What follows belongs to an exercise in optimizing a design on an open flow for small area; a production flow would make more cautious choices.
The RTL was checked by simulation tests, not by an equivalence proof against the original design.
Power is estimated from default activity; no workload was simulated.

==> inputs of v36 <==
==> flow/design.v <==
module lnav_deframer (
    input  wire         clk,
    input  wire         rst,             
    input  wire [7:0]   in_data,
    input  wire         in_valid,
    output wire         in_ready,
    output wire [719:0] out_record,
    output wire         out_valid,
    input  wire         out_ready,
    input  wire [3:0]   status_index,
    output wire         status_bit
);
    localparam [7:0] ESC   = 8'h10;
    localparam [7:0] START = 8'h02;
    localparam [7:0] END   = 8'h03;
    localparam [6:0] FRAME_LEN = 7'd93;   
    localparam [1:0] S_IDLE       = 2'd0;
    localparam [1:0] S_ESC_SEEN   = 2'd1;
    localparam [1:0] S_IN_FRAME   = 2'd2;
    localparam [1:0] S_IN_FRAME_E = 2'd3;
    reg [1:0]   state;
    reg [6:0]   buf_len;
    reg [7:0]   buf_xor;                  
    reg         id_ok;                    
    reg         out_pending;
    reg [719:0] rec;                      
    wire step = in_valid && !out_pending;
    wire is_esc   = (in_data == ESC);
    wire is_start = (in_data == START);
    wire is_end   = (in_data == END);
    reg       do_append;
    reg       do_clear;
    reg       do_dispatch;
    reg [1:0] next_state;
    always @(*) begin
        do_append   = 1'b0;
        do_clear    = 1'b0;
        do_dispatch = 1'b0;
        next_state  = state;
        case (state)
            S_IDLE: begin
                if (is_esc) next_state = S_ESC_SEEN;
            end
            S_ESC_SEEN: begin
                do_clear   = 1'b1;
                next_state = is_start ? S_IN_FRAME : S_IDLE;
            end
            S_IN_FRAME: begin
                if (is_esc) next_state = S_IN_FRAME_E;
                else        do_append  = 1'b1;
            end
            default: begin  
                if (is_esc) begin
                    do_append   = 1'b1;
                    next_state  = S_IN_FRAME;
                end else if (is_start) begin
                    do_clear    = 1'b1;
                    next_state  = S_IN_FRAME;
                end else begin
                    do_dispatch = is_end;
                    do_clear    = 1'b1;
                    next_state  = S_IDLE;
                end
            end
        endcase
    end
    wire frame_ok = (buf_xor == 8'h00) && (buf_len == FRAME_LEN) && id_ok;
    always @(posedge clk) begin
        if (rst) begin
            state   <= S_IDLE;
            buf_len <= 7'd0;
            buf_xor <= 8'h00;
        end else if (step) begin
            state <= next_state;
            if (do_clear) begin
                buf_len <= 7'd0;
                buf_xor <= 8'h00;
            end else if (do_append) begin
                if (buf_len != 7'd127) buf_len <= buf_len + 7'd1;
                buf_xor <= buf_xor ^ in_data;
            end
        end
    end
    always @(posedge clk) begin
        if (step && do_append) begin
            if (buf_len == 7'd0)
                id_ok <= (in_data[1:0] == 2'b00);
            else if (buf_len == 7'd1)
                id_ok <= id_ok && (in_data == 8'hE0);
        end
    end
    integer p;
    always @(posedge clk) begin
        if (step && do_append)
            for (p = 2; p < 92; p = p + 1)
                if (buf_len == p) rec[8*(p-2) +: 8] <= in_data;
    end
    always @(posedge clk) begin
        if (rst) begin
            out_pending <= 1'b0;
        end else if (step && do_dispatch && frame_ok) begin
            out_pending <= 1'b1;
        end else if (out_pending && out_ready) begin
            out_pending <= 1'b0;
        end
    end
    assign in_ready   = !out_pending;
    assign out_valid  = out_pending;
    assign out_record = rec;
    assign status_bit = rec[704 + status_index];
endmodule
==> flow/run.sh <==
#!/bin/bash
# synth_recipe.tcl (not shown) runs the flow's synth.tcl, then flattens the netlist and writes it again
# the make line also repeats each setting of config.mk as NAME=value (left out here)
make -C /OpenROAD-flow-scripts/flow DESIGN_CONFIG=/design/flow/config.mk WORK_HOME=/design/flow/orfs CLKGATE_MAP_FILE= SYNTH_SCRIPT=/design/flow/synth_recipe.tcl finish
==> flow/config.mk <==
export PLATFORM = sky130hd
export DESIGN_NAME = lnav_deframer
export DESIGN_NICKNAME = lnav_deframer
export VERILOG_FILES = /design/flow/design.v
export SDC_FILE = /design/flow/constraint.sdc
export NUM_CORES = 4
export LEC_CHECK = 0
export CAP_MARGIN = 20
export CORE_MARGIN = 2
export CORE_UTILIZATION = 40
export SLEW_MARGIN = 20
==> flow/constraint.sdc <==
create_clock -name core_clock -period 8.0 [get_ports {clk}]
set_input_delay 1.6000 -clock core_clock [delete_from_list [all_inputs] [get_ports {clk}]]
set_output_delay 1.6000 -clock core_clock [all_outputs]
set_load 0.01 [all_outputs]
==> inputs of v5, as changes to v36 <==
==> flow/design.v, changed modules only <==
module lnav_deframer (
    input  wire         clk,
    input  wire         rst,             
    input  wire [7:0]   in_data,
    input  wire         in_valid,
    output wire         in_ready,
    output wire [719:0] out_record,
    output wire         out_valid,
    input  wire         out_ready,
    input  wire [3:0]   status_index,
    output wire         status_bit
);
    localparam [7:0] ESC   = 8'h10;
    localparam [7:0] START = 8'h02;
    localparam [7:0] END   = 8'h03;
    localparam [6:0] FRAME_LEN = 7'd93;   
    localparam [6:0] SHIFT_LEN = 7'd92;   
    localparam [1:0] S_IDLE       = 2'd0;
    localparam [1:0] S_ESC_SEEN   = 2'd1;
    localparam [1:0] S_IN_FRAME   = 2'd2;
    localparam [1:0] S_IN_FRAME_E = 2'd3;
    reg [1:0]   state;
    reg [6:0]   buf_len;
    reg [7:0]   buf_xor;                  
    reg         id_ok;                    
    reg         out_pending;
    reg [719:0] rec;                      
    wire step = in_valid && !out_pending;
    wire is_esc   = (in_data == ESC);
    wire is_start = (in_data == START);
    wire is_end   = (in_data == END);
    reg       do_append;
    reg       do_dispatch;
    reg [1:0] next_state;
    wire      do_clear = state[0] && is_start;    
    always @(*) begin
        do_append   = 1'b0;
        do_dispatch = 1'b0;
        next_state  = state;
        case (state)
            S_IDLE: begin
                if (is_esc) next_state = S_ESC_SEEN;
            end
            S_ESC_SEEN: begin
                next_state = is_start ? S_IN_FRAME : S_IDLE;
            end
            S_IN_FRAME: begin
                if (is_esc) next_state = S_IN_FRAME_E;
                else        do_append  = 1'b1;
            end
            default: begin  
                if (is_esc) begin
                    do_append   = 1'b1;
                    next_state  = S_IN_FRAME;
                end else if (is_start) begin
                    next_state  = S_IN_FRAME;
                end else begin
                    do_dispatch = is_end;
                    next_state  = S_IDLE;
                end
            end
        endcase
    end
    wire frame_ok = (buf_xor == 8'h00) && (buf_len == FRAME_LEN) && id_ok;
    always @(posedge clk) begin
        if (rst)
            state <= S_IDLE;
        else if (step)
            state <= next_state;
    end
    always @(posedge clk) begin
        if (step) begin
            if (do_clear) begin
                buf_len <= 7'd0;
                buf_xor <= 8'h00;
            end else if (do_append) begin
                if (!(buf_len[6] && buf_len[5])) buf_len <= buf_len + 7'd1;
                buf_xor <= buf_xor ^ in_data;
            end
        end
    end
    always @(posedge clk) begin
        if (step && do_append) begin
            if (buf_len == 7'd0)
                id_ok <= (in_data[1:0] == 2'b00);
            else if (buf_len == 7'd1)
                id_ok <= id_ok && (in_data == 8'hE0);
        end
    end
    always @(posedge clk) begin
        if (step && do_append && buf_len < SHIFT_LEN)
            rec <= {in_data, rec[719:8]};
    end
    always @(posedge clk) begin
        if (rst) begin
            out_pending <= 1'b0;
        end else if (step && do_dispatch && frame_ok) begin
            out_pending <= 1'b1;
        end else if (out_pending && out_ready) begin
            out_pending <= 1'b0;
        end
    end
    assign in_ready   = !out_pending;
    assign out_valid  = out_pending;
    assign out_record = rec;
    assign status_bit = rec[704 + status_index];
endmodule
==> flow/flow/run.sh (new file) <==
#!/bin/bash
# Standard layout with two changes: the port buffers are the smallest buffer
# (buf_1) instead of the resizer's default pick, and clock tree synthesis adds
# no dummy loads. Each tool's output goes to its own log under orfs/logs; the
# make output goes to flow_make.log.
set -euo pipefail
bash standard.sh \
  "BUFFER_PORTS_ARGS=-buffer_cell sky130_fd_sc_hd__buf_1" \
  "CTS_ARGS=-sink_clustering_enable -repair_clock_nets -sink_clustering_size 16 -sink_clustering_max_diameter 40 -buf_list sky130_fd_sc_hd__clkbuf_8 -dont_use_dummy_load" \
  finish > flow_make.log 2>&1
==> flow/standard.sh (new file) <==
#!/bin/bash
# synth_recipe.tcl (not shown) runs the flow's synth.tcl, then flattens the netlist and writes it again
# the make line also repeats each setting of config.mk as NAME=value (left out here)
make -C /OpenROAD-flow-scripts/flow DESIGN_CONFIG=/design/flow/config.mk WORK_HOME=/design/flow/orfs CLKGATE_MAP_FILE= SYNTH_SCRIPT=/design/flow/synth_recipe.tcl "${@:-finish}"
- CORE_AREA: unset -> 2 2 82 420
- CORE_MARGIN: 2 -> unset
- CORE_UTILIZATION: 40 -> unset
- DIE_AREA: unset -> 0 0 84 422
removed: flow/run.sh
==> inputs of v38, as changes to v36 <==
--- a/flow/design.v
+++ b/flow/design.v
@@ -16,2 +16,3 @@
     localparam [6:0] FRAME_LEN = 7'd93;   
+    localparam [6:0] SHIFT_LEN = 7'd92;   
     localparam [1:0] S_IDLE       = 2'd0;
@@ -91,7 +92,5 @@
     end
-    integer p;
     always @(posedge clk) begin
-        if (step && do_append)
-            for (p = 2; p < 92; p = p + 1)
-                if (buf_len == p) rec[8*(p-2) +: 8] <= in_data;
+        if (step && do_append && buf_len < SHIFT_LEN)
+            rec <= {in_data, rec[719:8]};
     end
==> flow/flow/run.sh (new file) <==
#!/bin/bash
# Standard layout with two changes: the port buffers are the smallest buffer
# (buf_1) instead of the resizer's default pick, and clock tree synthesis adds
# no dummy loads. Each tool's output goes to its own log under orfs/logs; the
# make output goes to flow_make.log.
set -euo pipefail
bash standard.sh \
  "BUFFER_PORTS_ARGS=-buffer_cell sky130_fd_sc_hd__buf_1" \
  "CTS_ARGS=-sink_clustering_enable -repair_clock_nets -sink_clustering_size 30 -buf_list sky130_fd_sc_hd__clkbuf_4 -dont_use_dummy_load" \
  finish > flow_make.log 2>&1
==> flow/standard.sh (new file) <==
#!/bin/bash
# synth_recipe.tcl (not shown) runs the flow's synth.tcl, then flattens the netlist and writes it again
# the make line also repeats each setting of config.mk as NAME=value (left out here)
make -C /OpenROAD-flow-scripts/flow DESIGN_CONFIG=/design/flow/config.mk WORK_HOME=/design/flow/orfs CLKGATE_MAP_FILE= SYNTH_SCRIPT=/design/flow/synth_recipe.tcl "${@:-finish}"
- ABC_AREA: unset -> 1
- CORE_AREA: unset -> 2 2 108 398
- CORE_MARGIN: 2 -> unset
- CORE_UTILIZATION: 40 -> unset
- CTS_BUF_LIST: unset -> sky130_fd_sc_hd__clkbuf_4
- CTS_CLUSTER_SIZE: unset -> 30
- DIE_AREA: unset -> 0 0 110 400
removed: flow/run.sh
==> run summary <==
- Core Util, Final: 0.812
- Synth Area per Inst: 27.5 um2
- Comb pwr share: 0.003
- Place WS: 3.14 ns
- Max Freq: 0.220 GHz
- Fraction of area in registers: 0.824
- Met2 wire length: 27500 um
- Die Wd: 84 um
- Post-route clock period utilization: 0.568
- Final Instance Area: 0.0269 mm2
- Clk pwr: 1.69 mW
- Synth cell types: 36
- Initial Util: 0.689
- Met3 GRT Util: 0.0909
- Outcome: finished clean
- 1st-iter DRT viols: 1103
The numbers above come from v5.

==> run summary <==
- Post-route clock period utilization: 0.667
- Outcome: finished clean
- Clk pwr: 3.45 mW
- 1st-iter DRT viols: 1060
- Die Wd: 246 um
- Synth Area per Inst: 23.6 um2
- Max Freq: 0.187 GHz
- Core Util, Final: 0.592
- Final Instance Area: 0.0342 mm2
- Met3 GRT Util: 0.0668
- Initial Util: 0.405
- Synth cell types: 43
- Comb pwr share: 0.014
- Hold Fails Final Rpt: 0
- Met2 wire length: 41500 um
- Synth Area in XOR/XNOR: 0.00225
- Final Wtd Congestion: 0.862
The numbers above come from v36.

==> run summary <==
- Comb pwr share: 0.004
- Clk pwr: 2.11 mW
- Met3 GRT Util: 0.116
- Max Freq: 0.232 GHz
- Core Util, Final: 0.668
- FF-to-FF setup slack: 4.82 ns
- Post-route clock period utilization: 0.539
- Initial Util: 0.557
- CLK BUF: 147
- Outcome: finished clean
- 1st-iter DRT viols: 1114
- Synth Area per Inst: 24.9 um2
- Die Wd: 110 um
The numbers above come from v38.

==> re-timing with driven ports <==
The flow's constraints put no driver on any port. The routed layouts listed below were extracted and timed again, unchanged, in two steps.
Step 1 sets driving cells, clkbuf_16 on the clock port and buf_2 on the other inputs (assumed; they add their load-dependent delay and slew).
Step 2 times the ports against the registers' clock, not the clock port: input delays grow and output delays shrink by t, the midpoint of the rising clock arrivals with the driver on.
a / b / c = ideal ports / drivers / drivers and shift; a / b = the first two.
run	t, ns	setup slack, ns	hold WS [ns]	slew at the worst register clock pin (ns)	cell pins on the clock port's net
v36	0.661	2.665 / 2.605 / 2.553	0.491 / 0.491 / 0.491	0.07 / 0.07	1
v5	0.667	3.452 / 3.413 / 3.150	0.398 / 0.398 / 0.398	0.11 / 0.11	1
v38	0.917	3.689 / 3.594 / 3.332	0.403 / 0.403 / 0.403	0.09 / 0.09	1
After both steps setup and hold are still met in every run listed. The setup slack of v38, which loses most, moves by -0.095 ns with the drivers and by -0.357 ns with both steps.
